From an optimization exercise on the open Yosys and OpenROAD flow, aimed at small area, a short achievable clock period and few clock cycles; shortcuts taken in it are not production practice. The RTL was checked by simulation tests, not by an equivalence proof against the original design. Power figures rest on the tool's default switching activity, not on a simulated workload.

$ cat flow/config.mk
export PLATFORM = sky130hd
export DESIGN_NAME = pwe_encoder
export DESIGN_NICKNAME = pwe_encoder
export VERILOG_FILES = /design/flow/design.v
export SDC_FILE = /design/flow/constraint.sdc
export NUM_CORES = 4
export LEC_CHECK = 0
export CAP_MARGIN = 20
export CORE_MARGIN = 2
export CORE_UTILIZATION = 30
export PLACE_DENSITY = 0.5
export SLEW_MARGIN = 20
$ cat flow/constraint.sdc
create_clock -name core_clock -period 6.0 [get_ports {clk}]
set_input_delay 1.2000 -clock core_clock [delete_from_list [all_inputs] [get_ports {clk}]]
set_output_delay 1.2000 -clock core_clock [all_outputs]
set_load 0.01 [all_outputs]
$ cat flow/run.sh
#!/bin/bash
# synth_recipe.tcl (not shown) runs the flow's synth.tcl, then flattens the netlist and writes it again
# the make line also repeats each setting of config.mk as NAME=value (left out here)
make -C /OpenROAD-flow-scripts/flow DESIGN_CONFIG=/design/flow/config.mk WORK_HOME=/design/flow/orfs CLKGATE_MAP_FILE= SYNTH_SCRIPT=/design/flow/synth_recipe.tcl finish
$ cat flow/design.v
module pwe_encoder (
    input  wire         clk,
    input  wire         rst,
    input  wire         req_valid,
    output wire         req_ready,
    input  wire [15:0]  req_opcode,
    input  wire [15:0]  req_version,
    input  wire [31:0]  req_request_id,
    input  wire [31:0]  f_status,
    input  wire [31:0]  f_word,
    input  wire [31:0]  f_vnet_id,
    input  wire [15:0]  f_vlan_id,
    input  wire [15:0]  f_port,
    input  wire [7:0]   f_src_prefix_len,
    input  wire [7:0]   f_dst_prefix_len,
    input  wire [47:0]  f_mac,
    input  wire [47:0]  f_mac2,
    input  wire [127:0] f_ip,
    input  wire [127:0] f_ip2,
    output wire         tx_valid,
    input  wire         tx_ready,
    output wire [7:0]   tx_data,
    output wire         tx_last,
    output reg          ev_valid,
    output reg  [7:0]   ev_code,
    output reg  [15:0]  ev_opcode,
    output reg  [31:0]  ev_request_id
);
    localparam integer MAXLEN = 62;             
    localparam [1:0] S_IDLE = 2'd0;
    localparam [1:0] S_CRC  = 2'd1;
    localparam [1:0] S_SEND = 2'd2;
    localparam [7:0] EV_ENCODE_UNKNOWN_OPCODE = 8'h05;
    reg [1:0]  state;
    reg [7:0]  frame [0:MAXLEN-1];
    reg [5:0]  len;               
    reg [5:0]  idx;               
    reg [31:0] crc;
    reg         known;
    reg [5:0]   psz;
    reg [367:0] body;             
    always @(*) begin
        known = 1'b1;
        psz   = 6'd0;
        body  = 368'd0;
        case (req_opcode)
            16'h0001, 16'h0002: begin                         
                psz = 6'd0;
            end
            16'h0003: begin                                   
                psz = 6'd12;
                body[367 -: 96] = {f_mac, 16'd0, f_vnet_id};
            end
            16'h0004: begin                                   
                psz = 6'd20;
                body[367 -: 160] = {f_status[15:0], f_port, f_ip};
            end
            16'h0005: begin                                   
                psz = 6'd24;
                body[367 -: 192] = {f_ip, f_word, f_vnet_id};
            end
            16'h0006: begin                                   
                psz = 6'd28;
                body[367 -: 224] = {f_status, f_mac, f_port, f_ip};
            end
            16'h0009: begin                                   
                psz = 6'd20;
                body[367 -: 160] = {f_word, f_ip};
            end
            16'h000C: begin                                   
                psz = 6'd4;
                body[367 -: 32] = f_status;
            end
            16'h000E: begin                                   
                psz = 6'd40;
                body[367 -: 320] = {f_vnet_id, f_vlan_id, 16'd0, f_ip, f_ip2};
            end
            16'h000F: begin                                   
                psz = 6'd46;
                body[367 -: 368] = {f_status, f_word, f_vnet_id, f_vlan_id,
                                    f_src_prefix_len, f_dst_prefix_len,
                                    f_mac, f_mac2, f_port, f_ip};
            end
            default: known = 1'b0;
        endcase
    end
    wire [495:0] image = {req_version, req_opcode, 26'd0, psz, req_request_id, 32'd0, body};
    function [31:0] crc32_byte;
        input [31:0] c;
        input [7:0]  b;
        integer i;
        reg [31:0] r;
        begin
            r = c ^ {24'd0, b};
            for (i = 0; i < 8; i = i + 1)
                r = r[0] ? ((r >> 1) ^ 32'hEDB88320) : (r >> 1);
            crc32_byte = r;
        end
    endfunction
    wire [31:0] crc_next  = crc32_byte(crc, frame[idx]);
    wire [31:0] crc_final = crc_next ^ 32'hFFFFFFFF;
    assign req_ready = (state == S_IDLE);
    assign tx_valid  = (state == S_SEND);
    assign tx_data   = frame[idx];
    assign tx_last   = (idx == len - 6'd1);
    integer k;
    always @(posedge clk) begin
        if (rst) begin
            state    <= S_IDLE;
            len      <= 6'd0;
            idx      <= 6'd0;
            crc      <= 32'hFFFFFFFF;
            ev_valid <= 1'b0;
            ev_code  <= 8'd0;
            ev_opcode     <= 16'd0;
            ev_request_id <= 32'd0;
            for (k = 0; k < MAXLEN; k = k + 1)
                frame[k] <= 8'd0;
        end else begin
            ev_valid <= 1'b0;
            case (state)
                S_IDLE: begin
                    if (req_valid) begin
                        if (known) begin
                            for (k = 0; k < MAXLEN; k = k + 1)
                                frame[k] <= image[495 - 8*k -: 8];
                            len   <= psz + 6'd16;
                            idx   <= 6'd0;
                            crc   <= 32'hFFFFFFFF;
                            state <= S_CRC;
                        end else begin
                            ev_valid      <= 1'b1;
                            ev_code       <= EV_ENCODE_UNKNOWN_OPCODE;
                            ev_opcode     <= req_opcode;
                            ev_request_id <= req_request_id;
                        end
                    end
                end
                S_CRC: begin
                    crc <= crc_next;
                    if (idx == len - 6'd1) begin
                        frame[12] <= crc_final[31:24];
                        frame[13] <= crc_final[23:16];
                        frame[14] <= crc_final[15:8];
                        frame[15] <= crc_final[7:0];
                        idx   <= 6'd0;
                        state <= S_SEND;
                    end else begin
                        idx <= idx + 6'd1;
                    end
                end
                S_SEND: begin
                    if (tx_ready) begin
                        if (tx_last) begin
                            idx   <= 6'd0;
                            state <= S_IDLE;
                        end else begin
                            idx <= idx + 6'd1;
                        end
                    end
                end
                default: state <= S_IDLE;
            endcase
        end
    end
endmodule
==> results.txt <==
## kinds of logic (layout without fill, tap and decap cells)
kind of cell / count (synthesis) / in the layout / synth area share [%]
AND/OR/NAND/NOR: 1413 / 1413 / 20.24
other: 1 / 18 / 0.01186
buffers and inverters: 429 / 879 / 5.643
flip-flops: 561 / 561 / 35.52
adder cells (fa/ha/maj): 9 / 9 / 0.3562
XOR/XNOR: 72 / 72 / 3.119
AO/OA/AOI/OAI: 1102 / 1102 / 25.58
multiplexers: 271 / 271 / 9.526
## final cells by class
class / count / share of cell area (%)
repair buffers: 746 / 18.08
multi-input cells: 2873 / 45.31
flip-flops and latches: 561 / 27.04
inverters: 18 / 0.1626
clock inverters: 19 / 0.3763
clock buffers: 96 / 4.766
diodes: 12 / 0.07226
well taps: 1391 / 4.188
## repair_timing
item	4_1_cts	5_1_grt
resized for setup	0	7
hold buffers	0	0
hold endpoints to repair	0	0
setup endpoints to repair	0	2
## synth_stat cells (6+ instances only)
library cell,count
xor2_1,22
a211oi_1,58
buf_4,15
nor2_1,398
o21ai_0,48
xnor2_1,23
nor4_1,18
nor3_1,59
a32o_1,6
xnor3_1,12
and3_1,23
nand2_1,479
o31ai_1,6
a32oi_1,22
inv_1,17
a21oi_1,342
nand3_1,254
o211ai_1,10
buf_1,34
buf_2,46
nor2b_1,10
xor3_1,6
buf_6,8
and3b_1,10
ha_1,9
nor3b_1,11
o2111ai_1,6
mux2_2,231
a222oi_1,213
or2_2,14
nand4_1,57
and2_1,22
a22o_1,30
a22oi_1,132
nand2b_1,23
dfxtp_1,561
o22ai_1,11
mux2i_1,38
clkbuf_1,308
a311oi_1,73
a31oi_1,46
a221oi_1,56
## worst register-to-register path: cells and delay by family (launching register included)
| kind | cells | cell delay (ns) |
|---|---|---|
| flip-flops | 1 | 0.81 |
| AND/OR/NAND/NOR | 7 | 2.59 |
| buffers and inverters | 2 | 0.59 |
| AO/OA/AOI/OAI | 2 | 0.39 |
| XOR/XNOR | 2 | 0.60 |
## metrics by stage
step           power, mW  setup slack, ns  cells  cell area (µm²)
2_1_floorplan      4.106            1.990   3863            31630
6_report           8.844          0.06259   5716            41560
5_1_grt            9.036          0.05512   5709            41540
3_3_place_gp       4.811           0.8047   5587            39290
4_1_cts            8.864           0.1195   5704            41480
3_5_place_dp       4.810           0.7949   5589            39350
## sequential cells by signal, indices dropped and copies added (netlist names)
register,flops
frame,466
idx,6
len,5
ev_code,1
ev_request_id,32
state,2
crc,32
ev_valid,1
ev_opcode,16
## layer usage
metal | global-route usage (%) | vias to the layer above
met5 | 0 | -
met4 | 17.95 | 10
met3 | 9.612 | 462
met2 | 52.28 | 2595
met1 | 49.44 | 17920
li1 | - | 15420
## report_power, final
group          internal [mW]  switching, mW
clock                   2.38           1.71
sequential              3.74        0.00894
combinational          0.500          0.505
total                   6.62           2.23
## path summary, 6_finish.rpt
kind            startpoint       endpoint  slack [ns]
min reg2reg  ev_opcode[15]  ev_opcode[15]        0.45
min          ev_opcode[15]  ev_opcode[15]        0.45
max reg2reg         idx[5]         crc[6]        0.91
max                 idx[5]     tx_data[4]        0.06
==> impl_metrics.xml <==
<?xml version="1.0" encoding="UTF-8"?>
<metrics>
  <group name="floorplanning">
    <metric name="floorplan.die.width" unit="µm">328.6</metric>
    <metric name="core.rowCount" unit="">119</metric>
    <metric name="design.portCount" unit="">632</metric>
    <metric name="core_area" unit="mm²">0.1050</metric>
    <metric name="floorplan.die_area" unit="mm²">0.1080</metric>
    <metric name="die-height" unit="µm">328.6</metric>
    <metric name="effective_utilization_at_floorplan" unit="%">30.12</metric>
  </group>
  <group name="logic_synthesis">
    <metric name="synth.top_cells.by_area" unit="">dfxtp_1 (36%), mux2_2 (8.2%), a222oi_1 (6.7%), nand2_1 (5.7%), a21oi_1 (5.4%)</metric>
    <metric name="post_syn_area_per_cell" unit="µm²">8.195</metric>
    <metric name="synthFlopType" unit="">dfxtp_1</metric>
    <metric name="synth_top_area_share" unit="%">35.52</metric>
    <metric name="ys_types" unit="">84</metric>
    <metric name="share_of_flip_flops_with_an_asynchronous_set_or_reset" unit="%">0</metric>
    <metric name="share_of_synthesized_area_occupied_by_flip_flops_and_latches" unit="%">35.52</metric>
    <metric name="ys_ff_latch" unit="">561</metric>
    <metric name="synth_area_leader_cell" unit="">dfxtp_1</metric>
    <metric name="synthesis.instances" unit="">3858</metric>
    <metric name="mappedNetlistArea" unit="mm²">0.03162</metric>
    <metric name="synth-edff-count" unit="">0</metric>
    <metric name="synth_warnings" unit="">2</metric>
  </group>
  <group name="global_routing">
    <metric name="vias_in_the_first_global_route" unit="">34100</metric>
    <metric name="wire_length_of_the_first_global_routing_pass" unit="µm">277800</metric>
    <metric name="initial_antenna_violation_count" unit="">20</metric>
    <metric name="grtUsageTotal" unit="%">36.20</metric>
    <metric name="largest_net_degree_at_the_start_of_global_routing" unit="">207</metric>
    <metric name="overflow" unit="">0</metric>
  </group>
  <group name="sta">
    <metric name="hold-worst-slack" unit="ns">0.4516</metric>
    <metric name="grt_setup_unrepaired" unit="">no</metric>
    <metric name="fmax" unit="MHz">168.4</metric>
    <metric name="max_slew.worst_pin.slew" unit="ns">1.191</metric>
    <metric name="post-route-min-period" unit="ns">5.937</metric>
    <metric name="setup_viols_final" unit="">0</metric>
    <metric name="total_count_of_hold_check_failures_in_the_final_report" unit="">0</metric>
    <metric name="totalNegativeSetupSlack" unit="ns">0</metric>
    <metric name="timing_max_transition_violations_final" unit="">0</metric>
    <metric name="finalCritPeriodShare" unit="%">98.96</metric>
    <metric name="finClkSkew" unit="ns">0.03936</metric>
    <metric name="worst_slew_margin_relative_to_its_limit" unit="%">20.61</metric>
  </group>
  <group name="final_layout">
    <metric name="seqCellArea" unit="mm²">0.01124</metric>
    <metric name="area_growth" unit="%">31.45</metric>
    <metric name="fillCellCount" unit="">10750</metric>
    <metric name="multiInputGateArea" unit="mm²">0.01883</metric>
    <metric name="mostFrequentLayoutCell" unit="">clkdlybuf4s50_1</metric>
    <metric name="num-nets-final" unit="">4840</metric>
    <metric name="utilization" unit="%">39.59</metric>
    <metric name="final_cell_mix" unit="">clkdlybuf4s50_1 (623), dfxtp_1 (557), nand2_1 (479)</metric>
    <metric name="layout_cell_share_with_drive_strength_beyond_1" unit="%">12.17</metric>
  </group>
  <group name="worst_setup_path">
    <metric name="timing.setup.critical_path_class" unit="">reg -&gt; out</metric>
    <metric name="critPathMaxStageDelay" unit="ns">0.81</metric>
    <metric name="critical_path.startpoint_type" unit="">flip-flop</metric>
    <metric name="crit_family" unit="">simple AND/OR/NAND/NOR gates</metric>
    <metric name="reg2reg_depth" unit="">13</metric>
    <metric name="cp_slowest_cell" unit="">dfxtp_2</metric>
    <metric name="critPathMaxFanout" unit="">27</metric>
    <metric name="cp_data_arrival_time" unit="ns">4.74</metric>
    <metric name="required" unit="ns">4.80</metric>
    <metric name="critical_path_buf_inv_count" unit="">3</metric>
    <metric name="path_depth" unit="">9</metric>
    <metric name="critical_path_cell_sequence" unit="">buf_4 -&gt; nor4bb_4 -&gt; buf_4 -&gt; nand3_1 -&gt; nand4_1 -&gt; nor4_1 -&gt; nand4_1 -&gt; mux2_2 -&gt; clkdlybuf4s50_1</metric>
    <metric name="endpoint_kind" unit="">output port</metric>
  </group>
  <group name="cts">
    <metric name="cts_max_level" unit="">3</metric>
    <metric name="tritoncts" unit="">yes</metric>
    <metric name="cts.reportedPaths.clkPinSlew" unit="ns">0.06</metric>
    <metric name="cts-root-buf" unit="">clkbuf_16</metric>
    <metric name="cts_buffers" unit="">67</metric>
    <metric name="clk_latency" unit="ns">0.65</metric>
    <metric name="max-clock-path-buffers" unit="">3</metric>
    <metric name="cts_post_setup_buffers_inserted" unit="">0</metric>
    <metric name="cts_sinks" unit="">561</metric>
  </group>
  <group name="drt">
    <metric name="violation_count_after_the_first_detailed_route_iteration" unit="">7183</metric>
    <metric name="routedLengthMet1" unit="µm">83290</metric>
    <metric name="avgViaCountPerCell" unit="">6.370</metric>
    <metric name="detail_route.drc_violations" unit="">0</metric>
    <metric name="drt_first_pass_iters" unit="">13</metric>
    <metric name="met2WireLength" unit="µm">85060</metric>
    <metric name="top_layer" unit="">met5</metric>
    <metric name="dr_total_vias" unit="">36410</metric>
    <metric name="drt-total-wl" unit="µm">203700</metric>
    <metric name="drtAntennaViolNets" unit="">0</metric>
    <metric name="post_drt_wl_per_cell" unit="µm">35.64</metric>
    <metric name="routed-wl-met3" unit="µm">24000</metric>
  </group>
  <group name="hold_path">
    <metric name="hold-path-cell-count" unit="">2</metric>
    <metric name="hp-class" unit="">reg -&gt; reg</metric>
  </group>
  <group name="run_status">
    <metric name="outcome" unit="">no timing/DRC/antenna violations</metric>
  </group>
  <group name="power">
    <metric name="p_leak" unit="nW">13.48</metric>
    <metric name="peakVddDrop" unit="mV">0.1571</metric>
    <metric name="power_density" unit="mW/mm²">212.8</metric>
  </group>
  <group name="placement">
    <metric name="gp_congestion" unit="">1.105</metric>
    <metric name="place.detailed.hpwl" unit="µm">157300</metric>
    <metric name="numPortBuffers" unit="">625</metric>
  </group>
  <group name="job">
    <metric name="timing.max_cap.violations" unit="">0</metric>
  </group>
</metrics>
Testbench counts, summed over its fixed seeds: cycles 241,812.

==> re-timing with driven ports <==
In the flow no input, the clock included, has a driving cell. The finished layout below was timed again as built, in two steps.
Step 1 sets driving cells, clkbuf_16 on the clock port and buf_2 on the other inputs (assumed; they add their load-dependent delay and slew).
Step 2 moves the port delays by t, midway between the first and last clock arrival at a register: inputs arrive t later, outputs are due t later. That takes back most of the time a late clock gives input paths.
Slacks: ideal ports / drivers / drivers and shift; pairs: ideal ports / drivers.
shift t [ns]: 0.708
slack for setup (ns): 0.063 / -0.015 / 0.692
worst setup path at the end: register to output
After both steps this run still meets setup and hold. The setup slack of this run moves by -0.078 ns with the drivers and by +0.629 ns with both steps.
